This is an optimization exercise on Yosys and OpenROAD, whose aim is small area and few clock cycles, not a production implementation.
In this exercise RTL edits were held to simulation tests only and were not proved equivalent to the original.
Power figures rest on the tool's default switching activity, not on a simulated workload.

## design/flow/flow/run.sh

```bash
#!/bin/bash
set -euo pipefail
W=$(pwd)
CTS_SIZE=26
CTS_DIAM=75

rm -rf "$W/scripts_abc"
cp -r "$FLOW_HOME/scripts" "$W/scripts_abc"
cp "$W/flow/abc.script" "$W/scripts_abc/abc_speed.script"

CTS="-sink_clustering_enable -repair_clock_nets -dont_use_dummy_load"
CTS="$CTS -buf_list sky130_fd_sc_hd__clkbuf_16"
CTS="$CTS -sink_clustering_size $CTS_SIZE -sink_clustering_max_diameter $CTS_DIAM"

bash "$W/standard.sh" "SCRIPTS_DIR=$W/scripts_abc" "ADDER_MAP_FILE=" synth > "$W/log_synth.txt" 2>&1
bash "$W/standard.sh" "CTS_ARGS=$CTS" "BUFFER_PORTS_ARGS=-buffer_cell sky130_fd_sc_hd__buf_1" finish > "$W/log_finish.txt" 2>&1
```

## design/flow/flow/abc.script

```
&get -n
&st
&syn3
&deepsyn -T 300
&dch -f
&nf -R 1000
&put
```

## design/flow/standard.sh

```bash
#!/bin/bash
# synth_recipe.tcl (not shown) runs the flow's synth.tcl, then flattens the netlist and writes it again
# the make line also repeats each setting of config.mk as NAME=value (left out here)
make -C /OpenROAD-flow-scripts/flow DESIGN_CONFIG=/design/flow/config.mk WORK_HOME=/design/flow/orfs CLKGATE_MAP_FILE= SYNTH_SCRIPT=/design/flow/synth_recipe.tcl "${@:-finish}"
```

## design/flow/config.mk

```make
export PLATFORM = sky130hd
export DESIGN_NAME = pte_core
export DESIGN_NICKNAME = pte_core
export VERILOG_FILES = /design/flow/design.v
export SDC_FILE = /design/flow/constraint.sdc
export NUM_CORES = 4
export LEC_CHECK = 0
export CAP_MARGIN = 20
export CORE_MARGIN = 2
export CORE_UTILIZATION = 65
export SLEW_MARGIN = 20
```

## design/flow/constraint.sdc

```tcl
create_clock -name core_clock -period 30.0 [get_ports {clk}]
set_input_delay 6.0000 -clock core_clock [delete_from_list [all_inputs] [get_ports {clk}]]
set_output_delay 6.0000 -clock core_clock [all_outputs]
set_load 0.01 [all_outputs]
```

## design/flow/design.v

```verilog
module pte_core (
    input  wire       clk,
    input  wire       rst,
    input  wire       wr_en,
    input  wire [6:0] wr_addr,
    input  wire [7:0] wr_data,
    output wire       wr_ready,
    input  wire       start,
    input  wire       cfg_packet,    
    input  wire [2:0] cfg_order,     
    input  wire [5:0] cfg_count,     
    input  wire [5:0] cfg_group,     
    input  wire [5:0] cfg_zigzag,    
    input  wire       cfg_gamma,
    output wire       busy,
    output wire       out_valid,
    input  wire       out_ready,
    output wire [7:0] out_data,
    output wire       out_last
);
    localparam BUFLEN = 96;
    function [7:0] gamma_rom(input [7:0] v);
        begin
            case (v)
            8'd0: gamma_rom = 8'd0;
            8'd1: gamma_rom = 8'd0;
            8'd2: gamma_rom = 8'd0;
            8'd3: gamma_rom = 8'd0;
            8'd4: gamma_rom = 8'd0;
            8'd5: gamma_rom = 8'd0;
            8'd6: gamma_rom = 8'd0;
            8'd7: gamma_rom = 8'd0;
            8'd8: gamma_rom = 8'd0;
            8'd9: gamma_rom = 8'd0;
            8'd10: gamma_rom = 8'd0;
            8'd11: gamma_rom = 8'd0;
            8'd12: gamma_rom = 8'd0;
            8'd13: gamma_rom = 8'd0;
            8'd14: gamma_rom = 8'd0;
            8'd15: gamma_rom = 8'd0;
            8'd16: gamma_rom = 8'd0;
            8'd17: gamma_rom = 8'd0;
            8'd18: gamma_rom = 8'd0;
            8'd19: gamma_rom = 8'd0;
            8'd20: gamma_rom = 8'd0;
            8'd21: gamma_rom = 8'd0;
            8'd22: gamma_rom = 8'd0;
            8'd23: gamma_rom = 8'd0;
            8'd24: gamma_rom = 8'd0;
            8'd25: gamma_rom = 8'd0;
            8'd26: gamma_rom = 8'd0;
            8'd27: gamma_rom = 8'd0;
            8'd28: gamma_rom = 8'd1;
            8'd29: gamma_rom = 8'd1;
            8'd30: gamma_rom = 8'd1;
            8'd31: gamma_rom = 8'd1;
            8'd32: gamma_rom = 8'd1;
            8'd33: gamma_rom = 8'd1;
            8'd34: gamma_rom = 8'd1;
            8'd35: gamma_rom = 8'd1;
            8'd36: gamma_rom = 8'd1;
            8'd37: gamma_rom = 8'd1;
            8'd38: gamma_rom = 8'd1;
            8'd39: gamma_rom = 8'd1;
            8'd40: gamma_rom = 8'd1;
            8'd41: gamma_rom = 8'd2;
            8'd42: gamma_rom = 8'd2;
            8'd43: gamma_rom = 8'd2;
            8'd44: gamma_rom = 8'd2;
            8'd45: gamma_rom = 8'd2;
            8'd46: gamma_rom = 8'd2;
            8'd47: gamma_rom = 8'd2;
            8'd48: gamma_rom = 8'd2;
            8'd49: gamma_rom = 8'd3;
            8'd50: gamma_rom = 8'd3;
            8'd51: gamma_rom = 8'd3;
            8'd52: gamma_rom = 8'd3;
            8'd53: gamma_rom = 8'd3;
            8'd54: gamma_rom = 8'd3;
            8'd55: gamma_rom = 8'd3;
            8'd56: gamma_rom = 8'd4;
            8'd57: gamma_rom = 8'd4;
            8'd58: gamma_rom = 8'd4;
            8'd59: gamma_rom = 8'd4;
            8'd60: gamma_rom = 8'd4;
            8'd61: gamma_rom = 8'd5;
            8'd62: gamma_rom = 8'd5;
            8'd63: gamma_rom = 8'd5;
            8'd64: gamma_rom = 8'd5;
            8'd65: gamma_rom = 8'd6;
            8'd66: gamma_rom = 8'd6;
            8'd67: gamma_rom = 8'd6;
            8'd68: gamma_rom = 8'd6;
            8'd69: gamma_rom = 8'd7;
            8'd70: gamma_rom = 8'd7;
            8'd71: gamma_rom = 8'd7;
            8'd72: gamma_rom = 8'd7;
            8'd73: gamma_rom = 8'd8;
            8'd74: gamma_rom = 8'd8;
            8'd75: gamma_rom = 8'd8;
            8'd76: gamma_rom = 8'd9;
            8'd77: gamma_rom = 8'd9;
            8'd78: gamma_rom = 8'd9;
            8'd79: gamma_rom = 8'd10;
            8'd80: gamma_rom = 8'd10;
            8'd81: gamma_rom = 8'd10;
            8'd82: gamma_rom = 8'd11;
            8'd83: gamma_rom = 8'd11;
            8'd84: gamma_rom = 8'd11;
            8'd85: gamma_rom = 8'd12;
            8'd86: gamma_rom = 8'd12;
            8'd87: gamma_rom = 8'd13;
            8'd88: gamma_rom = 8'd13;
            8'd89: gamma_rom = 8'd13;
            8'd90: gamma_rom = 8'd14;
            8'd91: gamma_rom = 8'd14;
            8'd92: gamma_rom = 8'd15;
            8'd93: gamma_rom = 8'd15;
            8'd94: gamma_rom = 8'd16;
            8'd95: gamma_rom = 8'd16;
            8'd96: gamma_rom = 8'd17;
            8'd97: gamma_rom = 8'd17;
            8'd98: gamma_rom = 8'd18;
            8'd99: gamma_rom = 8'd18;
            8'd100: gamma_rom = 8'd19;
            8'd101: gamma_rom = 8'd19;
            8'd102: gamma_rom = 8'd20;
            8'd103: gamma_rom = 8'd20;
            8'd104: gamma_rom = 8'd21;
            8'd105: gamma_rom = 8'd21;
            8'd106: gamma_rom = 8'd22;
            8'd107: gamma_rom = 8'd22;
            8'd108: gamma_rom = 8'd23;
            8'd109: gamma_rom = 8'd24;
            8'd110: gamma_rom = 8'd24;
            8'd111: gamma_rom = 8'd25;
            8'd112: gamma_rom = 8'd25;
            8'd113: gamma_rom = 8'd26;
            8'd114: gamma_rom = 8'd27;
            8'd115: gamma_rom = 8'd27;
            8'd116: gamma_rom = 8'd28;
            8'd117: gamma_rom = 8'd29;
            8'd118: gamma_rom = 8'd29;
            8'd119: gamma_rom = 8'd30;
            8'd120: gamma_rom = 8'd31;
            8'd121: gamma_rom = 8'd32;
            8'd122: gamma_rom = 8'd32;
            8'd123: gamma_rom = 8'd33;
            8'd124: gamma_rom = 8'd34;
            8'd125: gamma_rom = 8'd35;
            8'd126: gamma_rom = 8'd35;
            8'd127: gamma_rom = 8'd36;
            8'd128: gamma_rom = 8'd37;
            8'd129: gamma_rom = 8'd38;
            8'd130: gamma_rom = 8'd39;
            8'd131: gamma_rom = 8'd39;
            8'd132: gamma_rom = 8'd40;
            8'd133: gamma_rom = 8'd41;
            8'd134: gamma_rom = 8'd42;
            8'd135: gamma_rom = 8'd43;
            8'd136: gamma_rom = 8'd44;
            8'd137: gamma_rom = 8'd45;
            8'd138: gamma_rom = 8'd46;
            8'd139: gamma_rom = 8'd47;
            8'd140: gamma_rom = 8'd48;
            8'd141: gamma_rom = 8'd49;
            8'd142: gamma_rom = 8'd50;
            8'd143: gamma_rom = 8'd50;
            8'd144: gamma_rom = 8'd51;
            8'd145: gamma_rom = 8'd52;
            8'd146: gamma_rom = 8'd54;
            8'd147: gamma_rom = 8'd55;
            8'd148: gamma_rom = 8'd56;
            8'd149: gamma_rom = 8'd57;
            8'd150: gamma_rom = 8'd58;
            8'd151: gamma_rom = 8'd59;
            8'd152: gamma_rom = 8'd60;
            8'd153: gamma_rom = 8'd61;
            8'd154: gamma_rom = 8'd62;
            8'd155: gamma_rom = 8'd63;
            8'd156: gamma_rom = 8'd64;
            8'd157: gamma_rom = 8'd66;
            8'd158: gamma_rom = 8'd67;
            8'd159: gamma_rom = 8'd68;
            8'd160: gamma_rom = 8'd69;
            8'd161: gamma_rom = 8'd70;
            8'd162: gamma_rom = 8'd72;
            8'd163: gamma_rom = 8'd73;
            8'd164: gamma_rom = 8'd74;
            8'd165: gamma_rom = 8'd75;
            8'd166: gamma_rom = 8'd77;
            8'd167: gamma_rom = 8'd78;
            8'd168: gamma_rom = 8'd79;
            8'd169: gamma_rom = 8'd81;
            8'd170: gamma_rom = 8'd82;
            8'd171: gamma_rom = 8'd83;
            8'd172: gamma_rom = 8'd85;
            8'd173: gamma_rom = 8'd86;
            8'd174: gamma_rom = 8'd87;
            8'd175: gamma_rom = 8'd89;
            8'd176: gamma_rom = 8'd90;
            8'd177: gamma_rom = 8'd92;
            8'd178: gamma_rom = 8'd93;
            8'd179: gamma_rom = 8'd95;
            8'd180: gamma_rom = 8'd96;
            8'd181: gamma_rom = 8'd98;
            8'd182: gamma_rom = 8'd99;
            8'd183: gamma_rom = 8'd101;
            8'd184: gamma_rom = 8'd102;
            8'd185: gamma_rom = 8'd104;
            8'd186: gamma_rom = 8'd105;
            8'd187: gamma_rom = 8'd107;
            8'd188: gamma_rom = 8'd109;
            8'd189: gamma_rom = 8'd110;
            8'd190: gamma_rom = 8'd112;
            8'd191: gamma_rom = 8'd114;
            8'd192: gamma_rom = 8'd115;
            8'd193: gamma_rom = 8'd117;
            8'd194: gamma_rom = 8'd119;
            8'd195: gamma_rom = 8'd120;
            8'd196: gamma_rom = 8'd122;
            8'd197: gamma_rom = 8'd124;
            8'd198: gamma_rom = 8'd126;
            8'd199: gamma_rom = 8'd127;
            8'd200: gamma_rom = 8'd129;
            8'd201: gamma_rom = 8'd131;
            8'd202: gamma_rom = 8'd133;
            8'd203: gamma_rom = 8'd135;
            8'd204: gamma_rom = 8'd137;
            8'd205: gamma_rom = 8'd138;
            8'd206: gamma_rom = 8'd140;
            8'd207: gamma_rom = 8'd142;
            8'd208: gamma_rom = 8'd144;
            8'd209: gamma_rom = 8'd146;
            8'd210: gamma_rom = 8'd148;
            8'd211: gamma_rom = 8'd150;
            8'd212: gamma_rom = 8'd152;
            8'd213: gamma_rom = 8'd154;
            8'd214: gamma_rom = 8'd156;
            8'd215: gamma_rom = 8'd158;
            8'd216: gamma_rom = 8'd160;
            8'd217: gamma_rom = 8'd162;
            8'd218: gamma_rom = 8'd164;
            8'd219: gamma_rom = 8'd167;
            8'd220: gamma_rom = 8'd169;
            8'd221: gamma_rom = 8'd171;
            8'd222: gamma_rom = 8'd173;
            8'd223: gamma_rom = 8'd175;
            8'd224: gamma_rom = 8'd177;
            8'd225: gamma_rom = 8'd180;
            8'd226: gamma_rom = 8'd182;
            8'd227: gamma_rom = 8'd184;
            8'd228: gamma_rom = 8'd186;
            8'd229: gamma_rom = 8'd189;
            8'd230: gamma_rom = 8'd191;
            8'd231: gamma_rom = 8'd193;
            8'd232: gamma_rom = 8'd196;
            8'd233: gamma_rom = 8'd198;
            8'd234: gamma_rom = 8'd200;
            8'd235: gamma_rom = 8'd203;
            8'd236: gamma_rom = 8'd205;
            8'd237: gamma_rom = 8'd208;
            8'd238: gamma_rom = 8'd210;
            8'd239: gamma_rom = 8'd213;
            8'd240: gamma_rom = 8'd215;
            8'd241: gamma_rom = 8'd218;
            8'd242: gamma_rom = 8'd220;
            8'd243: gamma_rom = 8'd223;
            8'd244: gamma_rom = 8'd225;
            8'd245: gamma_rom = 8'd228;
            8'd246: gamma_rom = 8'd231;
            8'd247: gamma_rom = 8'd233;
            8'd248: gamma_rom = 8'd236;
            8'd249: gamma_rom = 8'd239;
            8'd250: gamma_rom = 8'd241;
            8'd251: gamma_rom = 8'd244;
            8'd252: gamma_rom = 8'd247;
            8'd253: gamma_rom = 8'd249;
            8'd254: gamma_rom = 8'd252;
            8'd255: gamma_rom = 8'd255;
                default: gamma_rom = 8'd0;
            endcase
        end
    endfunction
    reg [7:0] live [0:BUFLEN-1];
    reg       r_busy;
    reg       r_packet;
    reg [2:0] r_order;
    reg [4:0] r_last;      
    reg [5:0] r_group;
    reg [5:0] r_zm1;       
    reg       r_gamma;
    reg [4:0] pix;         
    reg [4:0] t;           
    reg [4:0] src;         
    reg [4:0] la_runpos;   
    reg       la_runodd;   
    reg [4:0] la_zz;       
    reg [4:0] d_rem;
    reg [4:0] d_quo;
    assign busy      = r_busy;
    assign out_valid = r_busy;
    wire xfer     = r_busy & out_ready;
    wire [4:0] t_max = r_packet ? 5'd25 : 5'd11;
    wire pix_end  = (t == t_max);
    wire last_pix = (pix == r_last);
    assign out_last = pix_end & last_pix;
    wire [4:0] la_pix   = pix + 5'd1;
    wire       la_wrap  = ({1'b0, la_runpos} == r_zm1);
    wire [6:0] rev_sum  = {2'b0, la_pix} + {1'b0, r_zm1};
    wire [4:0] rev_top  = (rev_sum >= {2'b0, r_last}) ? r_last : rev_sum[4:0] + 5'd1;
    wire [4:0] la_zz_n  = la_wrap ? (la_runodd ? la_pix + 5'd1 : rev_top)
                                  : (la_runodd ? la_zz - 5'd1 : la_zz + 5'd1);
    reg [1:0] chan;
    always @(*) begin
        if (r_packet) begin
            if (t < 5'd18)      chan = 2'd2;
            else if (t < 5'd22) chan = 2'd1;
            else                chan = 2'd0;
        end else begin
            case ({r_order, t[3:2]})
                {3'd0, 2'd0}: chan = 2'd0;
                {3'd0, 2'd1}: chan = 2'd1;
                {3'd0, 2'd2}: chan = 2'd2;
                {3'd1, 2'd0}: chan = 2'd1;
                {3'd1, 2'd1}: chan = 2'd0;
                {3'd1, 2'd2}: chan = 2'd2;
                {3'd2, 2'd0}: chan = 2'd2;
                {3'd2, 2'd1}: chan = 2'd0;
                {3'd2, 2'd2}: chan = 2'd1;
                {3'd3, 2'd0}: chan = 2'd0;
                {3'd3, 2'd1}: chan = 2'd2;
                {3'd3, 2'd2}: chan = 2'd1;
                {3'd4, 2'd0}: chan = 2'd1;
                {3'd4, 2'd1}: chan = 2'd2;
                {3'd4, 2'd2}: chan = 2'd0;
                {3'd5, 2'd0}: chan = 2'd2;
                {3'd5, 2'd1}: chan = 2'd1;
                {3'd5, 2'd2}: chan = 2'd0;
                default:      chan = 2'bxx;
            endcase
        end
    end
    reg [23:0] rd_pix;
    integer k;
    always @(*) begin
        rd_pix = 24'd0;
        for (k = 0; k < 32; k = k + 1)
            rd_pix = rd_pix | ({24{src == k}} & {live[3*k+2], live[3*k+1], live[3*k]});
    end
    wire [7:0] rd_raw = (chan == 2'd0) ? rd_pix[7:0] :
                        (chan == 2'd1) ? rd_pix[15:8] : rd_pix[23:16];
    wire [7:0] rd_val = r_gamma ? gamma_rom(rd_raw) : rd_raw;
    wire [1:0] grp = rd_val[7 - 2*t[1:0] -: 2];
    reg pbit;
    always @(*) begin
        case (t)
            5'd0:  pbit = 1'b0;
            5'd1:  pbit = pix[4];
            5'd2:  pbit = pix[3];
            5'd3:  pbit = pix[2];
            5'd4:  pbit = pix[1];
            5'd5:  pbit = pix[0];
            5'd6:  pbit = 1'b1;
            5'd7:  pbit = 1'b1;
            5'd8:  pbit = 1'b0;
            5'd9:  pbit = 1'b0;
            5'd10: pbit = 1'b1;
            5'd11: pbit = 1'b1;
            5'd12: pbit = 1'b0;
            5'd13: pbit = 1'b0;
            default: pbit = rd_val[7 - ((t[1:0] + 2'd2) & 2'd3)];
        endcase
    end
    assign out_data = r_packet ? {3'b011, ~pbit, ~pbit, ~pbit, 2'b00}
                               : {2'b00, ~grp[0], ~grp[0], 2'b01, ~grp[1], ~grp[1]};
    wire wr_live = (wr_addr < BUFLEN);
    wire [4:0] wr_pix  = wr_addr / 7'd3;
    wire       cur_odd = la_runodd ^ ((la_runpos == 5'd0) & (r_zm1 != 6'd63));
    wire wr_safe = (~cur_odd & (wr_pix < src)) | (wr_pix > r_last);
    assign wr_ready = ~r_busy | ~wr_live | (out_last & out_ready) | wr_safe;
    always @(posedge clk) begin
        if (wr_en && wr_ready && wr_live)
            live[wr_addr] <= wr_data;
    end
    wire [5:0] d_try = {d_rem, d_quo[4]};
    wire       d_ge  = ~r_group[5] & (d_try >= {1'b0, r_group[4:0]});
    wire [5:0] d_sub = d_try - {1'b0, r_group[4:0]};
    always @(posedge clk) begin
        if (t == 5'd0) begin
            d_rem <= 5'd0;
            d_quo <= la_zz;
        end else if (xfer && t <= 5'd5) begin
            d_rem <= d_ge ? d_sub[4:0] : d_try[4:0];
            d_quo <= {d_quo[3:0], d_ge};
        end
    end
    always @(posedge clk) begin
        if (rst) begin
            r_busy <= 1'b0;
        end else if (!r_busy) begin
            if (start)
                r_busy <= 1'b1;
        end else if (xfer && pix_end && last_pix) begin
            r_busy <= 1'b0;
        end
    end
    always @(posedge clk) begin
        if (!r_busy) begin
            r_packet  <= cfg_packet;
            r_order   <= cfg_order;
            r_last    <= cfg_count[4:0] - 5'd1;
            r_group   <= cfg_group;
            r_zm1     <= cfg_zigzag - 6'd1;
            r_gamma   <= cfg_gamma;
            pix       <= 5'd0;
            t         <= 5'd0;
            src       <= 5'd0;
            la_runpos <= (cfg_zigzag == 6'd1) ? 5'd0 : 5'd1;
            la_runodd <= (cfg_zigzag == 6'd1);
            la_zz     <= 5'd1;
        end else if (xfer) begin
            if (pix_end) begin
                t         <= 5'd0;
                pix       <= la_pix;
                src       <= d_quo;
                la_runpos <= la_wrap ? 5'd0 : la_runpos + 5'd1;
                la_runodd <= la_runodd ^ la_wrap;
                la_zz     <= la_zz_n;
            end else begin
                t <= t + 5'd1;
            end
        end
    end
endmodule
```

==> results list, run 1 <==
* Run status: no timing/DRC/antenna violations
- Setup violations remaining at the end of the flow were counted as 0.
* Hold WC Path Type: reg2reg
- The worst path uses 51.2% of the clock period.
* Routed vias/inst: 7.69
- Transition time at the pin with the least slew margin: 1240 ps
- The critical path is of the in2out type.
* Number of buffers between clock root and the deepest sink: 3
- Summed over all failing endpoints, the final setup total negative slack is 0 ps.
* Worst path arrival time: 9350 ps
- Summed over all instances, the cell type with the most area after synthesis is edfxtp_1.
* Post-synth EDFFs: 801
* Critical path startpoint category: primary input
- The first detailed-routing pass took 7 iterations.
- Highest clock frequency the design can meet: 0.0651 GHz
- For this design the ratio of total power to cell area is 56.6 nW/µm².
- For the final database, setup skew stands at 87.1 ps.
- The first global-routing pass estimated 137,000 µm of wire.
* Proportion of netlist area held by the largest area contributor: 75.9%
- Sequential standard cell area: 24,600 µm²
* Count of endpoints failing hold in the final timing report: 0
- During placement, the flow inserted port buffers numbering 52.
- The netlist uses 59 different library cells.
* Terminating pin of the worst hold path: src[0]
- The tree built by TritonCTS fans out to 827 sinks.
- Ranked by total cell area, the synthesized netlist is headed by edfxtp_1 76%, a222oi_1 3.6%, nor2_1 2.5%, a22oi_1 2.3%, nand2_1 1.8%.
- Ys Warns: 1
* Static Leakage: 10.4 nW
- The congestion estimate from routability-driven global placement came to 0.926.
- Total via count after detailed routing: 21,100
- Post-CTS timing repair inserted 0 buffers for setup.
- Hold path startpoint: d_quo[0]
- Post-synthesis cell area: 31,700 µm²
- The number of hold buffers added after CTS was 0.
* Net count after synthesis: 2,027
- STA classifies the critical path endpoint as an output pin.
- Highest ir drop seen on vdd: 0.0574 mV
* Data required, critical path: 24,000 ps
- Clock-pin transition on the worst setup and hold timing paths: 90 ps
* Total wire length: 98,000 µm
- RSZ-0062 raised after global routing: false
- Number of I/O pins: 55
* #FFs+latches synth: 827
- The design draws 1.94 mW.
- Residual overflow from global routing: 0
- Number of cell rows: 80
- Along the worst hold path, the cell count comes to 1.
- Global routing used 38.9% of the available tracks across all layers.
- Averaged over all synthesized cells, the footprint is 16.0 µm².
- The worst register-to-register path ends at live[43][4].
- The floorplan step set the die width to 225 µm.
- The tool flagged a number of max-cap violations equal to 0.
- Top fanout value on the critical path: 18
- Counting every instance in the synthesized netlist gives 1,984.
* Post-cts gate resize count: 0
- Number of global-route vias before repair: 19,700
- After synthesis, the share of flip-flops with an asynchronous set or reset is 0%.
* Area added between synthesis and finish: 7.97%
- The number of slew-limit violations in the final report is 0.
- Startpoint of the worst register-to-register path: t[0]
* Full die area: 50,500 µm²
* Sequential share of the synthesized area: 77.5%
- Avg WL per Cell: 35.7 µm
* Min Tclk post-route: 15,350 ps
* Antenna Violating Nets Remaining: 0
- Core area: 47,900 µm²
- Clock tree root driver cell: clkbuf_16
* R2R depth: 11
- After detailed routing, the number of remaining DRC violations is 0.
* Number of antenna violations at the first check in global routing: 3
- The number of clock buffers added by TritonCTS is 39.
* Level count of the clock H-tree: 2
- HPWL reported at the end of detailed placement: 60,200 µm
- Source-to-sink clock delay at the later pin of the worst-skew pair: 620 ps
* Count leader, synth: edfxtp_1
- The detailed router finished its first iteration with 4,509 violations.
- Layout filler cell count: 3,100
* Vertical die dimension: 225 µm
* Post-synth top cells: 801 x edfxtp_1, 209 x nor2_1, 151 x nand2_1, 115 x a222oi_1, 97 x a22oi_1
- Once the floorplan was initialized, standard cells occupied 66.1% of the core.
* Slew headroom: 16.8%
- Area of the multi-input gates: 7130 µm²
- The net count of the finished layout is 2,172.
- Largest net degree at the start of global routing: 97
- For this run, the leading register cell type out of synthesis is edfxtp_1.
- CTS tree: yes
- Register-to-register setup slack: 25,280 ps
* Ratio of cells with drive above 1 in the final layout: 7.29%
stage by stage:
| stage | std cells | area, µm² | worst slack [ps] | utilization [%] | hold WS, ps |
|---|---|---|---|---|---|
| after floorplan | 1984 | 31700 | 15800 | - | 426 |
| after global placement | 2697 | 33100 | 14940 | 69.1 | 437 |
| after detailed placement | 2700 | 33200 | 14860 | 69.2 | 458 |
| after CTS | 2739 | 34200 | 14840 | 71.2 | 464 |
| after global routing | 2742 | 34200 | 14450 | 71.4 | 492 |
| final | 2743 | 34200 | 14650 | 71.4 | 470 |
sequential cells by signal, indices dropped and copies added (netlist names), 3 cells and up:
register and count:
r_last 5, d_rem 5, r_order 3, r_group 6, t 5, d_quo 5, la_runpos 5, pix 5
la_zz 5, r_zm1 6, live 768, src 5
layout make-up:
type                    instances  area share [%]
well taps                     615            2.25
diodes                          1         0.00731
repair buffers                108            1.97
clock buffers                  39            2.85
flip-flops and latches        827            71.8
multi-input cells            1126            20.8
inverters                      27           0.296
per-layer routing:
layer	global-route usage [%]	share of wire, %	vias to the layer above	wire, µm
li1	-	-	8541	-
met1	54.5	35	10300	33900
met2	60.0	45	1930	44600
met3	10.1	15	313	14900
met4	14.4	4.7	6	4610
met5	0	0.044	-	43
placed cells by master, fill, tap and decap left out, types with 6 or more instances in the layout:
master / count
a21oi_1: 65
a221oi_1: 48
a222oi_1: 115
a22o_1: 57
a22oi_1: 97
a31oi_1: 10
and2_0: 11
and3_1: 12
buf_1: 44
buf_4: 56
clkbuf_16: 39
clkinv_1: 27
dfxtp_1: 26
edfxtp_1: 801
nand2_1: 151
nand2b_1: 14
nand3_1: 47
nand3b_1: 7
nand4_1: 54
nor2_1: 157
nor2_2: 51
nor2b_1: 13
nor3_1: 26
nor4_1: 20
o21ai_0: 43
o22ai_1: 12
or3_1: 6
xnor2_1: 17
xor2_1: 13
power breakdown:
| part | internal, mW | leakage [nW] | switching (mW) |
|---|---|---|---|
| logic | 0.0226 | 2.48 | 0.0679 |
| registers | 1.27 | 7.46 | 0.00770 |
| clock network | 0.234 | 0.481 | 0.330 |
worst max path at each step:
stage                          start        to  slack (ps)  cells after the start
after floorplan           wr_addr[3]  wr_ready       15800                     10
after global placement    wr_addr[5]  wr_ready       14940                     12
after detailed placement  wr_addr[5]  wr_ready       14860                     12
after CTS                 wr_addr[5]  wr_ready       14840                     12
after global routing      wr_addr[5]  wr_ready       14450                     12
final                     wr_addr[5]  wr_ready       14650                     12
worst max-delay path, cell delays in order:
cell and delay, ps:
buf_1 260, or3_1 760, nand2_1 290, o21ai_0 300, xor2_1 290, a21oi_1 110, o211ai_1 200, a21oi_1 90
a221oi_1 240, nor2_1 80, or4_1 560, buf_1 170
logic make-up (layout without fill, tap and decap cells):
group | after synthesis | after routing | synth area share, %
other cells | 1 | 2 | 0.0118
compound gates | 501 | 501 | 12.4
flops | 827 | 827 | 77.5
simple gates | 587 | 587 | 8.56
fa+ha+maj | 2 | 2 | 0.0632
buf+inv | 31 | 174 | 0.414
xor+xnor | 30 | 30 | 0.829
mux | 5 | 5 | 0.178
Testbench counts, summed over its fixed seeds: cycles 58,779.
==> run 2, diff against run 1 <==
--- a/design/flow/flow/run.sh
+++ b/design/flow/flow/run.sh
@@ -1,8 +1,8 @@
 #!/bin/bash
 set -euo pipefail
 W=$(pwd)
-CTS_SIZE=26
-CTS_DIAM=75
+CTS_SIZE=29
+CTS_DIAM=82
 
 rm -rf "$W/scripts_abc"
 cp -r "$FLOW_HOME/scripts" "$W/scripts_abc"
==> run 2 against run 1 <==
  * Register-to-register slack worse by 260 ps
  * Critical path depth is 2 higher
  * Hold slack better by 16 ps
  * Core utilization is 0.17 points lower
  * Sequential cell count stayed put
  * Design area is 0.23% lower
  * First-iteration DRC count is 5.2% lower
  * Wire length is 0.72% higher
  * Count of clock-buffer cells in the layout is 4 lower
  * Sequential share of layout area is 0.17 points higher
  * Cell count is 0.40% higher
  * Global-route usage is 0.45 points higher
==> results list, run 2 <==
* Transition time at the pin with the least slew margin: 1220 ps (-25.9 ps)
- The data required time at the worst endpoint came to 24,000 ps (about the same).
- Placed Cells incl. Taps: 2,715 (+0.56%)
- Post-Route Setup TNS: 0 ps (unchanged)
* Area share of xor/xnor cells in the synthesized design: 0.691% (-0.14 points)
- Total via count after detailed routing: 21,100 (+0.14%)
- By instance count, the leading cell after synthesis is edfxtp_1.
- The largest net degree at the start of global routing is 97 (unchanged).
- Sequential share of the synthesized area: 77.6% (about the same)
- The count of cells along the worst register-to-register path is 11 (unchanged).
* RSZ-0062 raised after global routing: false
* CP bufs+invs: 2 (unchanged)
- The clock group share of total power came to 28.1% (-1.0 points).
- Slew headroom: 18.9% (+2.0 points)
* Commonest cells after routing, fill and taps aside: 801 x edfxtp_1, 160 x nand2_1, 153 x nor2_1, 127 x a222oi_1, 76 x a22oi_1
- Routed vias/inst: 7.67 (-0.26%)
- The non-filler instance count after layout came to 2,754 (+0.40%).
- In the final layout, the registers with the most flip-flops are live (768), r_group (6), r_zm1 (6).
- The share of the clock period used by the worst path after layout is 50.7% (-0.49 points).
- Top fanout value on the critical path: 18 (unchanged)
- The worst-case vdd ir drop came to 0.0670 mV (+17%).
* Compound-cell area share of the yosys netlist: 12.6% (+0.17 points)
- By area the synthesized netlist is led by edfxtp_1 76%, a222oi_1 4.0%, nor2_1 2.5%, nand2_1 1.9%, a22oi_1 1.8%.
- The total number of yosys warnings is 1 (unchanged).
* Clock tree root driver cell: clkbuf_16
- Static Leakage: 10.4 nW (-0.31%)
* Post-cts gate resize count: 0 (unchanged)
- Global-route total usage across every layer: 39.4% (+0.45 points)
* Post-synth top cells: 801 x edfxtp_1, 208 x nor2_1, 160 x nand2_1, 127 x a222oi_1, 76 x a22oi_1
- The mean area per synthesized cell is 15.9 µm² (-0.42%).
- Total power density per cell area: 56.2 nW/µm² (-0.68%)
- The final global-route overflow total is 0 (unchanged).
- Gp weighted congestion: 0.927 (+0.13%)
* Number of buffers between clock root and the deepest sink: 3 (unchanged)
- By area, the combinational part of the netlist is dominated by compound AO/OA/AOI/OAI gates.
* Leading cell type in the layout, fill and taps excluded: edfxtp_1
- The die outline area was 50,500 µm² (about the same).
- Finish-stage setup viols: 0 (unchanged)
- The number of buffers added to fix hold violations after cts came to 0 (unchanged).
* Count of endpoints failing hold in the final timing report: 0 (unchanged)
- The post-synthesis async set-or-reset flop share was 0% (unchanged).
* HPWL reported at the end of detailed placement: 60,400 µm (+0.21%)
- The number of rows created at floorplan came to 80 (unchanged).
- Clk sink count: 827 (unchanged)
- Traced cell by cell, the critical path runs through buf_1, nand2_1, o21ai_0, nor2_1, a31oi_1, nor3_1, a21o_1, o21a_1, nor2_1, o22ai_1, a21oi_1, a221oi_1, or4_1, buf_1.
- The simple-gate share of the synthesized area is 8.53% (-0.029 points).
* Net total in the final layout: 2,183 (+0.51%)
- Pre-CTS worst setup slack: 14,970 ps (+110 ps)
- The arrival time of data at the critical path endpoint came to 9200 ps (-150 ps).
* Die width: 225 µm (about the same)
- The part of the power in combinational logic was 5.1% (+0.4 points).
- The netlist area before placement came to 31,700 µm² (about the same).
- The number of DRC violations after detailed routing was 0 (unchanged).
- Final-report max-slew violation count: 0 (unchanged)
- The switching power share of the total is 21.3% (+0.37 points).
- The core outline area came to 47,900 µm² (unchanged).
* CTS tree: yes
* Cell taking the most area after synthesis: edfxtp_1
- Number of antenna violations at the first check in global routing: 6 (+3)
- The worst setup slack for register-to-register paths was 25,020 ps (-260 ps).
- Synth cell types: 56 (-5.1%)
- Adder-Cell Fraction of Synth Area: 0.0632% (about the same)
- The mux contribution to synthesized area came to 0.0316% (-0.15 points).
- Startpoint of the worst register-to-register path: t[0]
- The post-CTS repair timing setup buffer count came to 0 (unchanged).
- live holds more flip-flops than any other register.
- Finished Cell Area: 34,100 µm² (-0.23%)
- The total power was 1.92 mW (-0.91%).
- Ys flop type: edfxtp_1
* Clock-pin transition on the worst setup and hold timing paths: 100 ps (about the same)
* Proportion of netlist area held by the largest area contributor: 75.9% (about the same)
- Part of the total power dissipated in sequential elements: 66.8% (+0.6 points)
- Instance area at placement: 33,200 µm² (about the same)
* Total wire length: 98,800 µm (+0.72%)
* Antenna Violating Nets Remaining: 0 (unchanged)
- The first-pass GRT wire length came to 138,000 µm (+0.59%).
* Area added between synthesis and finish: 7.79%
* Port Buffers: 52 (unchanged)
- The maximum level of the CTS H-tree is 2 (unchanged).
- The count of boundary I/O pins was 55 (unchanged).
- The flop and latch count out of synthesis is 827 (unchanged).
- The number of max-capacitance violations reported is 0 (unchanged).
* Number of global-route vias before repair: 19,800 (+0.25%)
- Vertical die dimension: 225 µm (about the same)
* Slowest stage cell, crit path: or4_1
- Smallest setup slack after layout: 14,800 ps (+148 ps)
- The internal power came to 1.51 mW (-1.4%).
- Hold WC Path Type: reg2reg
* Min Tclk post-route: 15,200 ps (-148 ps)
- The insertion delay of the later-clocked pin in the worst-skew pair came to 630 ps (about the same).
- The average detailed-routed wire length per instance was 35.9 µm (+0.31%).
* Cell type group with the largest total delay on the critical path: simple AND/OR/NAND/NOR gates
* Run status: no timing/DRC/antenna violations
- Hold path startpoint: d_rem[1]
- The post-synthesis net count came to 2,034 (+0.35%).
* Terminating pin of the worst hold path: d_rem[1]
- The setup path with the least slack is of type in2out.
* Number of clock buffers inserted by TritonCTS: 35 (-10%)
* Setup clock skew after layout: 85.6 ps (-1.47 ps)
- Capturing element type of the critical path: output pin
- The ratio of cells with drive above 1 in the final layout came to 7.62% (+0.34 points).
* Capturing point of the worst reg2reg path: live[75][5]
* P_sw: 0.409 mW (+0.83%)
- The cell depth of the worst hold path is 2 (+1).
- Largest stage delay on the critical path: 600 ps (-160 ps)
* Cells after synthesis: 1,991 (+0.35%)
- Critical path startpoint category: primary input
- Max FFs per register: 768 (unchanged)
* Number of logic stages on the critical path including buffering: 14 (+2)
- Initial core utilization: 66.1% (about the same)
- The number of flops mapped to enable cells by yosys was 801 (unchanged).
- The starting DRC count in detailed routing is 4,275 (-5.2%).
- Detailed Routing Iterations Pass 1: 7 (unchanged)
- The timing-limited maximum frequency is 0.0658 GHz (+0.97%).
-- run 2: cell count changes in the layout (fill, tap and decap cells not counted), moves of 6 or more --
cell,previous run,this run
nand2_1,151,160
a21oi_1,65,59
nor2b_1,13,5
a22oi_1,97,76
nor4_1,20,14
o21ai_0,43,57
clkinv_1,27,34
nand3_1,47,55
nor3_1,26,32
nand4_1,54,44
a222oi_1,115,127
nand2b_1,14,8
buf_4,56,64
-- run 2: kinds of logic after synthesis --
| logic type | count (synthesis) |
|---|---|
| flip-flops | 827 |
| AND/OR/NAND/NOR | 588 |
| AO/OA/AOI/OAI | 509 |
| buffers and inverters | 38 |
| XOR/XNOR | 25 |
| adder cells (fa/ha/maj) | 2 |
| other | 1 |
| multiplexers | 1 |
-- run 2: worst max path at each step --
stage,from,to,slack [ps]
floorplan,wr_addr[3],wr_ready,15840
global placement,wr_addr[5],wr_ready,15030
detailed placement,wr_addr[5],wr_ready,14970
CTS,wr_addr[5],wr_ready,14950
global route,wr_addr[5],wr_ready,14650
finish,wr_addr[5],wr_ready,14800
-- run 2: power by group through the flow --
stage / Sequential (mW) / Combinational (mW) / Clock, mW
after floorplan: 1.30 / 0.0487 / 0
after global placement: 1.31 / 0.0919 / 0
after detailed placement: 1.31 / 0.0929 / 0
after CTS: 1.28 / 0.0930 / 0.534
after global routing: 1.28 / 0.103 / 0.569
final: 1.28 / 0.0970 / 0.539
-- run 2: tightest hold or removal path, stage by stage (launching register included) --
cell	delay (ps)
dfxtp_1	340
nand2_1	50
o21ai_0	60
-- run 2: per-layer routing --
metal | share of wire [%] | wire [µm] | up-vias | track usage (%)
met5 | 0.041 | 40 | - | 0.684
met4 | 5.0 | 4980 | 6 | 15.7
met3 | 16 | 15900 | 311 | 11.3
met2 | 45 | 44100 | 1886 | 60.6
met1 | 34 | 33700 | 10300 | 54.0
li1 | - | - | 8585 | -
-- run 2: cell type report --
| class | instances | area [µm²] |
|---|---|---|
| antenna | 1 | 2.50 |
| clock buffer | 35 | 876 |
| fill | 3059 | 13800 |
| inverter | 34 | 128 |
| multi-input combinational | 1126 | 7090 |
| sequential | 827 | 24600 |
| tap | 615 | 769 |
| timing repair buffer | 116 | 707 |
-- run 2: stage by stage --
| step | hold slack, ps | util (%) |
|---|---|---|
| after floorplan | 426 | - |
| after global placement | 441 | 69.2 |
| after detailed placement | 464 | 69.2 |
| after CTS | 488 | 71.1 |
| after global routing | 514 | 71.2 |
| final | 486 | 71.2 |
==> run 3, diff against run 2 <==
--- a/design/flow/flow/run.sh
+++ b/design/flow/flow/run.sh
@@ -1,8 +1,8 @@
 #!/bin/bash
 set -euo pipefail
 W=$(pwd)
-CTS_SIZE=29
-CTS_DIAM=82
+CTS_SIZE=26
+CTS_DIAM=75
 
 rm -rf "$W/scripts_abc"
 cp -r "$FLOW_HOME/scripts" "$W/scripts_abc"
--- a/design/flow/config.mk
+++ b/design/flow/config.mk
@@ -7,5 +7,6 @@
 export LEC_CHECK = 0
 export CAP_MARGIN = 20
 export CORE_MARGIN = 2
-export CORE_UTILIZATION = 65
+export CORE_UTILIZATION = 60
+export PLACE_DENSITY = 0.78
 export SLEW_MARGIN = 20
==> run 3 against run 2 <==
  * Register-to-register slack got worse by 130 ps
  * Fmax decreased by 0.14%
  * Critical path depth unchanged
  * Clock power increased by 4.8%
  * Count of clock-buffer cells in the layout increased by 4
  * Via count about the same
==> results list, run 3 <==
- Pre-CTS worst setup slack: 14,960 ps (-15.9 ps)
* R2R depth: 11 (unchanged)
- Layout filler cell count: 3,544 (+16%)
* Finished Layout Cells: 2,814 (+2.2%)
- The number of clock sinks is 827 (unchanged).
- The largest registers in the layout are live (768), r_group (6), r_zm1 (6).
* Count leader, synth: edfxtp_1
- Global-route total usage across every layer: 35.4% (-4.0 points)
* Tightest hold margin: 482 ps (-4.10 ps)
- Compound-cell area share of the yosys netlist: 12.6% (unchanged)
- The total cell area at the placement stage came to 33,200 µm² (about the same).
* Transition time at the pin with the least slew margin: 1220 ps (+2.67 ps)
- Number of buffers between clock root and the deepest sink: 3 (unchanged)
* Cell depth of the worst hold path: 2 (unchanged)
- Proportion of netlist area held by the largest area contributor: 75.9% (unchanged)
- Commonest cells after routing, fill and taps aside: 801 x edfxtp_1, 160 x nand2_1, 156 x nor2_1, 127 x a222oi_1, 76 x a22oi_1
* Total power density per cell area: 56.7 nW/µm² (+1.0%)
* Post-synthesis cell area: 31,700 µm² (unchanged)
- Post-synth top cells: 801 x edfxtp_1, 208 x nor2_1, 160 x nand2_1, 127 x a222oi_1, 76 x a22oi_1
- Die width: 234 µm (+4.0%)
* Adder-Cell Fraction of Synth Area: 0.0632% (unchanged)
- Avg WL per Cell: 34.3 µm (-4.3%)
- Net count after synthesis: 2,034 (unchanged)
* Number of I/O pins: 55 (unchanged)
* Finish-stage setup viols: 0 (unchanged)
- Min Tclk post-route: 15,220 ps (+21.4 ps)
* Gp weighted congestion: 0.906 (-2.2%)
- The post-CTS repair timing setup buffer count is 0 (unchanged).
- Total wire length: 96,500 µm (-2.2%)
- The core outline area was 52,300 µm² (+9.2%).
* Max FFs per register: 768 (unchanged)
- The number of rows created at floorplan came to 84 (+5.0%).
- DR iter-0 viols: 4,307 (+0.75%)
- RSZ-0062 raised after global routing: false
* Share of synthesized cell area in and, or, nand and nor gates: 8.53% (unchanged)
- The XOR/XNOR share of the synthesized area was 0.691% (unchanged).
* Hold WC Path Type: reg2reg
- The overall via count from detail_route came to 21,100 (-0.057%).
- The clock transition at the registers of the reported paths is 80 ps (-20 ps).
- Counting flops per register, the top entry is live.
- The maximum fanout along the worst path came to 18 (unchanged).
- Smallest setup slack after layout: 14,780 ps (-21.4 ps)
- Largest net degree at the start of global routing: 97 (unchanged)
- The data required time at the worst endpoint is 24,000 ps (about the same).
* Routed vias/inst: 7.50 (-2.2%)
- Static Leakage: 10.4 nW (-0.29%)
* Critical path start-end classification: in2out
* Worst path arrival time: 9220 ps (+20 ps)
- The number of slew-limit violations in the final report was 0 (unchanged).
* Port Buffers: 52 (unchanged)
- Synth cell types: 56 (unchanged)
- The post-synthesis async set-or-reset flop share came to 0% (unchanged).
* Antenna Violating Nets Remaining: 0 (unchanged)
* Ys flop type: edfxtp_1
- Ys Warns: 1 (unchanged)
- Capturing element type of the critical path: output pin
* Highest ir drop seen on vdd: 0.0591 mV (-12%)
* Cell taking the most area after synthesis: edfxtp_1
- Slew headroom: 18.4% (-0.48 points)
- Hold buffers post-CTS: 0 (unchanged)
- CTS tree: yes
- The insertion delay of the later-clocked pin in the worst-skew pair is 630 ps (about the same).
* Clock tree root driver cell: clkbuf_16
- Dominant combinational cell family by area after synthesis: compound AO/OA/AOI/OAI gates
- The first-pass detailed-route iteration total came to 10 (+3).
- The timing-limited maximum frequency was 0.0657 GHz (-0.14%).
- Ratio of cells with drive above 1 in the final layout: 6.96% (-0.66 points)
* #FFs+latches synth: 827 (unchanged)
- The CTS buffer count is 39 (+11%).
- Cells after synthesis: 1,991 (unchanged)
* Mean instance size in the synthesized netlist: 15.9 µm² (unchanged)
- Critical path startpoint category: primary input
* Sequential share of the synthesized area: 77.6% (unchanged)
- The post-cts repair resize count is 0 (unchanged).
- Setup clock skew after layout: 80.1 ps (-5.58 ps)
- Finished Cell Area: 34,200 µm² (+0.22%)
- Vertical die dimension: 234 µm (+4.0%)
- Remaining design rule violation count: 0 (unchanged)
- The share of the clock period used by the worst path after layout was 50.7% (+0.071 points).
* HPWL reported at the end of detailed placement: 57,500 µm (-4.8%)
- Run status: no timing/DRC/antenna violations
* Level count of the clock H-tree: 2 (unchanged)
* Number of antenna violations at the first check in global routing: 0 (-6)
* Number of diodes added for antenna fixing: 0 (-1)
* Global-route wire length before repair: 136,000 µm (-1.4%)
- Initial core utilization: 60.5% (-5.5 points)
- Net total in the final layout: 2,171 (-0.55%)
- Full die area: 54,600 µm² (+8.2%)
- The setup TNS after final layout was 0 ps (unchanged).
* Residual overflow from global routing: 0 (unchanged)
* Area contributors post-synth: edfxtp_1 76%, a222oi_1 4.0%, nor2_1 2.5%, nand2_1 1.9%, a22oi_1 1.8%
- Count of endpoints failing hold in the final timing report: 0 (unchanged)
- Max-cap viol count: 0 (unchanged)
- Area added between synthesis and finish: 8.03%
* Post-synth EDFFs: 801 (unchanged)
- Placed Cells incl. Taps: 2,772 (+2.1%)
- Multiplexer fraction of the synthesized cell area: 0.0316% (unchanged)
* Number of global-route vias before repair: 19,900 (+0.70%)
* Leading cell type in the layout, fill and taps excluded: edfxtp_1
run 3: cell count changes in the layout (fill, tap and decap cells not counted):
| cell | change |
|---|---|
| nor2_1 | +3 |
| buf_4 | -18 |
| nor2_2 | -3 |
| clkbuf_4 | +1 |
| clkbuf_16 | +4 |
| diode_2 | -1 |
| buf_12 | +1 |
run 3: report_power, final:
group          internal [mW]  switching (mW)  total [mW]
logic                 0.0231          0.0720      0.0952
clock network          0.234           0.331       0.565
registers               1.27         0.00767        1.28
total                   1.53           0.410        1.94
run 3: path summary, 6_finish.rpt:
| check | endpoint | slack, ps | start |
|---|---|---|---|
| max | wr_ready | 14780 | wr_addr[5] |
| min | d_rem[1] | 480 | d_rem[1] |
| max reg2reg | live[3][2] | 24890 | t[1] |
| min reg2reg | d_rem[1] | 480 | d_rem[1] |
run 3: through the flow:
stage | total power, mW | utilization [%]
2_1_floorplan | 1.35 | -
3_3_place_gp | 1.40 | 63.3
3_5_place_dp | 1.40 | 63.4
4_1_cts | 1.93 | 65.2
5_1_grt | 1.98 | 65.4
6_report | 1.94 | 65.4
run 3: worst max-delay path: stages:
cell	delay [ps]
buf_1	280
nand2_1	600
o21ai_0	360
nor2_1	90
a31oi_1	300
nor3_1	90
a21o_1	170
o21a_1	110
nor2_1	120
o22ai_1	90
a21oi_1	140
a221oi_1	70
or4_1	620
buf_1	170
run 3: routing by layer:
layer	vias to the layer above	global-route usage, %	routed length, µm
met3	372	11.3	16000
met4	0	15.5	5490
met1	10200	48.3	32500
li1	8559	-	-
met5	-	0	0
met2	1968	53.0	42500
run 3: cells by family (layout without fill, tap and decap cells):
family,count (synthesis),in the layout
xor+xnor,25,25
compound gates,509,509
buf+inv,38,173
simple gates,588,588
other cells,1,1
fa+ha+maj,2,2
flops,827,827
mux,1,1
run 3: final cells by class:
class | instances | area [µm²] | area share [%]
Sequential cell | 827 | 24600 | 71.8
Multi-Input combinational cell | 1126 | 7080 | 20.7
Clock buffer | 39 | 976 | 2.85
Tap cell | 688 | 861 | 2.52
Timing Repair Buffer | 100 | 599 | 1.75
Inverter | 34 | 128 | 0.373
==> run 4, diff against run 3 <==
--- a/design/flow/flow/run.sh
+++ b/design/flow/flow/run.sh
@@ -1,8 +1,8 @@
 #!/bin/bash
 set -euo pipefail
 W=$(pwd)
-CTS_SIZE=26
-CTS_DIAM=75
+CTS_SIZE=28
+CTS_DIAM=80
 
 rm -rf "$W/scripts_abc"
 cp -r "$FLOW_HOME/scripts" "$W/scripts_abc"
--- a/design/flow/config.mk
+++ b/design/flow/config.mk
@@ -8,5 +8,5 @@
 export CAP_MARGIN = 20
 export CORE_MARGIN = 2
 export CORE_UTILIZATION = 60
-export PLACE_DENSITY = 0.78
+export PLACE_DENSITY = 0.85
 export SLEW_MARGIN = 20
==> run 4 against run 3 <==
  * Global-route usage grew 0.42 points
  * Area after synthesis unchanged
  * Via count rose by 2.5%
  * Synthesized cell count stayed put
  * Sequential cell count unchanged
  * Core utilization decreased by 0.11 points
  * Design area decreased by 0.16%
==> results list, run 4 <==
* Register with the most flip-flops: live
- The number of inserted filler cells in the final layout was 3,458 (-2.4%).
* Ys flop type: edfxtp_1
- Traced cell by cell, the critical path runs through buf_1, nand2b_1, o21ai_0, nor2_1, a31oi_1, nor3_1, a21o_1, o21a_1, nor2_1, o22ai_1, a21oi_1, a221oi_1, or4_1, buf_1.
- Full die area: 54,600 µm² (unchanged)
- The total number of yosys warnings is 1 (unchanged).
* Final period utilization: 51.0% (+0.22 points)
- On the critical path, the stage with the largest delay is an instance of or4_1.
* Number of global-route vias before repair: 20,700 (+4.1%)
- The maximum fanout along the worst path was 17 (-1).
- Ratio of cells with drive above 1 in the final layout: 7.11% (+0.15 points)
- Post-synthesis cell area: 31,700 µm² (unchanged)
- Area contributors post-synth: edfxtp_1 76%, a222oi_1 4.0%, nor2_1 2.5%, nand2_1 1.9%, a22oi_1 1.8%
- Post-synth EDFFs: 801 (unchanged)
- Total wire length: 97,700 µm (+1.2%)
- Count of endpoints failing hold in the final timing report: 0 (unchanged)
- The post-CTS repair timing setup buffer count is 0 (unchanged).
* Number of clock buffers inserted by TritonCTS: 36 (-7.7%)
* Setup clock skew after layout: 86.7 ps (+6.61 ps)
- The first-pass GRT wire length is 139,000 µm (+1.8%).
* Antenna Violating Nets Remaining: 0 (unchanged)
* Sequential share of the synthesized area: 77.6% (unchanged)
- Cells after synthesis: 1,991 (unchanged)
- Adder-Cell Fraction of Synth Area: 0.0632% (unchanged)
- The insertion delay of the later-clocked pin in the worst-skew pair was 630 ps (about the same).
* Leading cell type in the layout, fill and taps excluded: edfxtp_1
* Post-Route Setup TNS: 0 ps (unchanged)
* Clock-pin transition on the worst setup and hold timing paths: 100 ps (+20 ps)
- Area share of xor/xnor cells in the synthesized design: 0.691% (unchanged)
- Largest net degree at the start of global routing: 97 (unchanged)
- The net switching power of the design came to 0.409 mW (-0.31%).
- The worst-case clock buffer depth came to 3 (unchanged).
- The part of the power in combinational logic came to 5.0% (about the same).
- RSZ-0062 raised after global routing: false
* Worst path arrival time: 9290 ps (+70 ps)
* Slew headroom: 15.6% (-2.8 points)
- Data required, critical path: 24,000 ps (about the same)
* Finish-stage setup viols: 0 (unchanged)
- Proportion of netlist area held by the largest area contributor: 75.9% (unchanged)
* Die width: 234 µm (unchanged)
- STA classifies the critical path startpoint as a primary input.
* Finished Layout Cells: 2,813 (-0.036%)
- Max-cap viol count: 0 (unchanged)
- Cell type group with the largest total delay on the critical path: simple AND/OR/NAND/NOR gates
* Post-synth top cells: 801 x edfxtp_1, 208 x nor2_1, 160 x nand2_1, 127 x a222oi_1, 76 x a22oi_1
- Share of synthesized cell area in and, or, nand and nor gates: 8.53% (unchanged)
- CP bufs+invs: 2 (unchanged)
- The count of boundary I/O pins came to 55 (unchanged).
- Level count of the clock H-tree: 2 (unchanged)
- The effective utilization at floorplan was 60.5% (unchanged).
- Switching share of total power: 21.3% (+0.13 points)
- Power share of the clock group: 28.4% (-0.7 points)
- The overall via count from detail_route was 21,600 (+2.5%).
- Clk sink count: 827 (unchanged)
- Vertical die dimension: 234 µm (unchanged)
- Area added between synthesis and finish: 7.85%
- Routed vias/inst: 7.69 (+2.5%)
- The number of rows created at floorplan came to 84 (unchanged).
- The min-delay analysis places its worst path in the category reg2reg.
- Min Tclk post-route: 15,290 ps (+64.9 ps)
- The biggest cell delay along the critical path was 620 ps (about the same).
* CTS tree: yes
- Port Buffers: 52 (unchanged)
- Number of antenna violations at the first check in global routing: 1 (+1)
- #FFs+latches synth: 827 (unchanged)
- The mux contribution to synthesized area came to 0.0316% (unchanged).
- The final layout net count was 2,169 (-0.092%).
- In this run the clock root is driven by a clkbuf_16.
* Dominant combinational cell family by area after synthesis: compound AO/OA/AOI/OAI gates
* Final-report max-slew violation count: 0 (unchanged)
- Total power density per cell area: 56.3 nW/µm² (-0.76%)
- Global-route total usage across every layer: 35.9% (+0.42 points)
- Gp weighted congestion: 0.945 (+4.3%)
* Int Pwr: 1.51 mW (-1.1%)
* Core area: 52,300 µm² (unchanged)
- The final HPWL from detailed placement came to 58,700 µm (+2.2%).
* Detailed Routing Iterations Pass 1: 13 (+3)
- The average detailed-routed wire length per instance is 34.7 µm (+1.2%).
* Transition time at the pin with the least slew margin: 1260 ps (+41.5 ps)
- Remaining design rule violation count: 0 (unchanged)
- Leaving out fill and tap cells, the most frequent cells in the layout are 801 x edfxtp_1, 160 x nand2_1, 151 x nor2_1, 127 x a222oi_1, 76 x a22oi_1.
* Highest ir drop seen on vdd: 0.0552 mV (-6.6%)
* Static Leakage: 10.3 nW (-0.33%)
* Compound-cell area share of the yosys netlist: 12.6% (unchanged)
- The post-cts repair resize count is 0 (unchanged).
- Part of the total power dissipated in sequential elements: 66.6% (+0.6 points)
* Hold buffers post-CTS: 0 (unchanged)
* Residual overflow from global routing: 0 (unchanged)
- Largest registers ranked by flip-flop count: live (768), r_group (6), r_zm1 (6)
- STA classifies the critical path endpoint as an output pin.
- Count leader, synth: edfxtp_1
- The number of placed cells counting well taps was 2,773 (+0.036%).
* Mean instance size in the synthesized netlist: 15.9 µm² (unchanged)
- Run status: no timing/DRC/antenna violations
- The timing-limited maximum frequency is 0.0654 GHz (-0.42%).
* DR iter-0 viols: 5,303 (+23%)
- Cell taking the most area after synthesis: edfxtp_1
- The post-synthesis async set-or-reset flop share was 0% (unchanged).
- Synth cell types: 56 (unchanged)
- Critical path start-end classification: in2out
* Net count after synthesis: 2,034 (unchanged)
- The flip-flop count of the largest register, all copies and words added is 768 (unchanged).
-- run 4: cell families after synthesis --
group                      Yosys count
buffers and inverters               38
DFF                                827
AOI/OAI and AO/OA                  509
adders and majority gates            2
and+or+nand+nor                    588
muxes                                1
other                                1
xor gates and xnor gates            25
-- run 4: layout make-up --
type                    count  area [µm²]  area share [%]
well taps                 688         861            2.52
flip-flops and latches    827       24600            71.9
inverters                  34         128           0.374
multi-input cells        1126        7090            20.8
diodes                      1        2.50         0.00733
clock buffers              36         901            2.64
repair buffers            101         603            1.77
-- run 4: routing by layer --
metal  part of all wire (%)  vias to the layer above  GRT usage [%]
met5                  0.037                        -          0.714
met4                    6.6                        2           17.9
met3                     18                      485           11.9
met2                     43                     2302           53.2
met1                     32                    10300           47.9
li1                       -                     8549              -
-- run 4: path summary, 6_finish.rpt --
kind / cells after the start / slack, ps / startpoint / to
worst max-delay path: 14 / 14710 / wr_addr[6] / wr_ready
worst max register to register: 11 / 24900 / t[1] / live[43][2]
worst min register to register: 2 / 490 / d_rem[0] / d_rem[0]
worst min-delay path: 2 / 490 / d_rem[0] / d_rem[0]
-- run 4: per-stage QoR --
step,hold WS [ps],setup WS (ps),power [mW],utilization [%],cell area (µm²)
after detailed placement,472,15020,1.40,63.4,33200
after CTS,495,14970,1.91,65.1,34100
final,489,14710,1.92,65.3,34200
after floorplan,426,15840,1.35,-,31700
after global routing,525,14600,1.95,65.3,34200
after global placement,450,15140,1.39,63.3,33100
-- run 4: power by group through the flow --
stage | logic (mW) | registers, mW | clock network (mW)
after global routing | 0.102 | 1.28 | 0.570
after detailed placement | 0.0903 | 1.31 | 0
after CTS | 0.0907 | 1.28 | 0.538
final | 0.0963 | 1.28 | 0.546
after floorplan | 0.0487 | 1.30 | 0
after global placement | 0.0883 | 1.31 | 0
-- run 4: worst min-delay path: stages (launching register included) --
cell	delay [ps]
dfxtp_1	340
nand2_1	50
o21ai_0	60

[afterwards: timing with drivers on the ports]
How much do the figures lean on ideal ports? The routed layouts below were timed once more, with nothing changed but the port constraints.
Step 1 (the two cells are an assumption about what drives the block):
set clk [get_ports {clk}]
set_driving_cell -lib_cell sky130_fd_sc_hd__clkbuf_16 $clk
set_driving_cell -lib_cell sky130_fd_sc_hd__buf_2 [delete_from_list [all_inputs] $clk]
Step 2, shift: input delay + t, output delay - t, t = (earliest + latest rising clock arrival at the registers) / 2. This alone moves slack from input paths to output paths.
Slacks: ideal / step 1 / step 2; pairs: ideal / step 1.
run | t, ns | slack for setup (ns) | worst setup path after step 2 | worst register clock-pin slew, ns | pins driven straight from the clock port
run 1 | 0.628 | 14.649 / 14.593 / 14.593 | input to output | 0.11 / 0.11 | 1
run 2 | 0.646 | 14.797 / 14.774 / 14.774 | input to output | 0.11 / 0.11 | 1
run 3 | 0.660 | 14.775 / 14.720 / 14.720 | input to output | 0.11 / 0.11 | 1
run 4 | 0.646 | 14.711 / 14.658 / 14.658 | input to output | 0.12 / 0.12 | 1
After both steps every run listed still meets setup and hold. For run 1, which loses most, drivers alone change the setup slack by -0.056 ns; drivers and shift together by -0.056 ns.
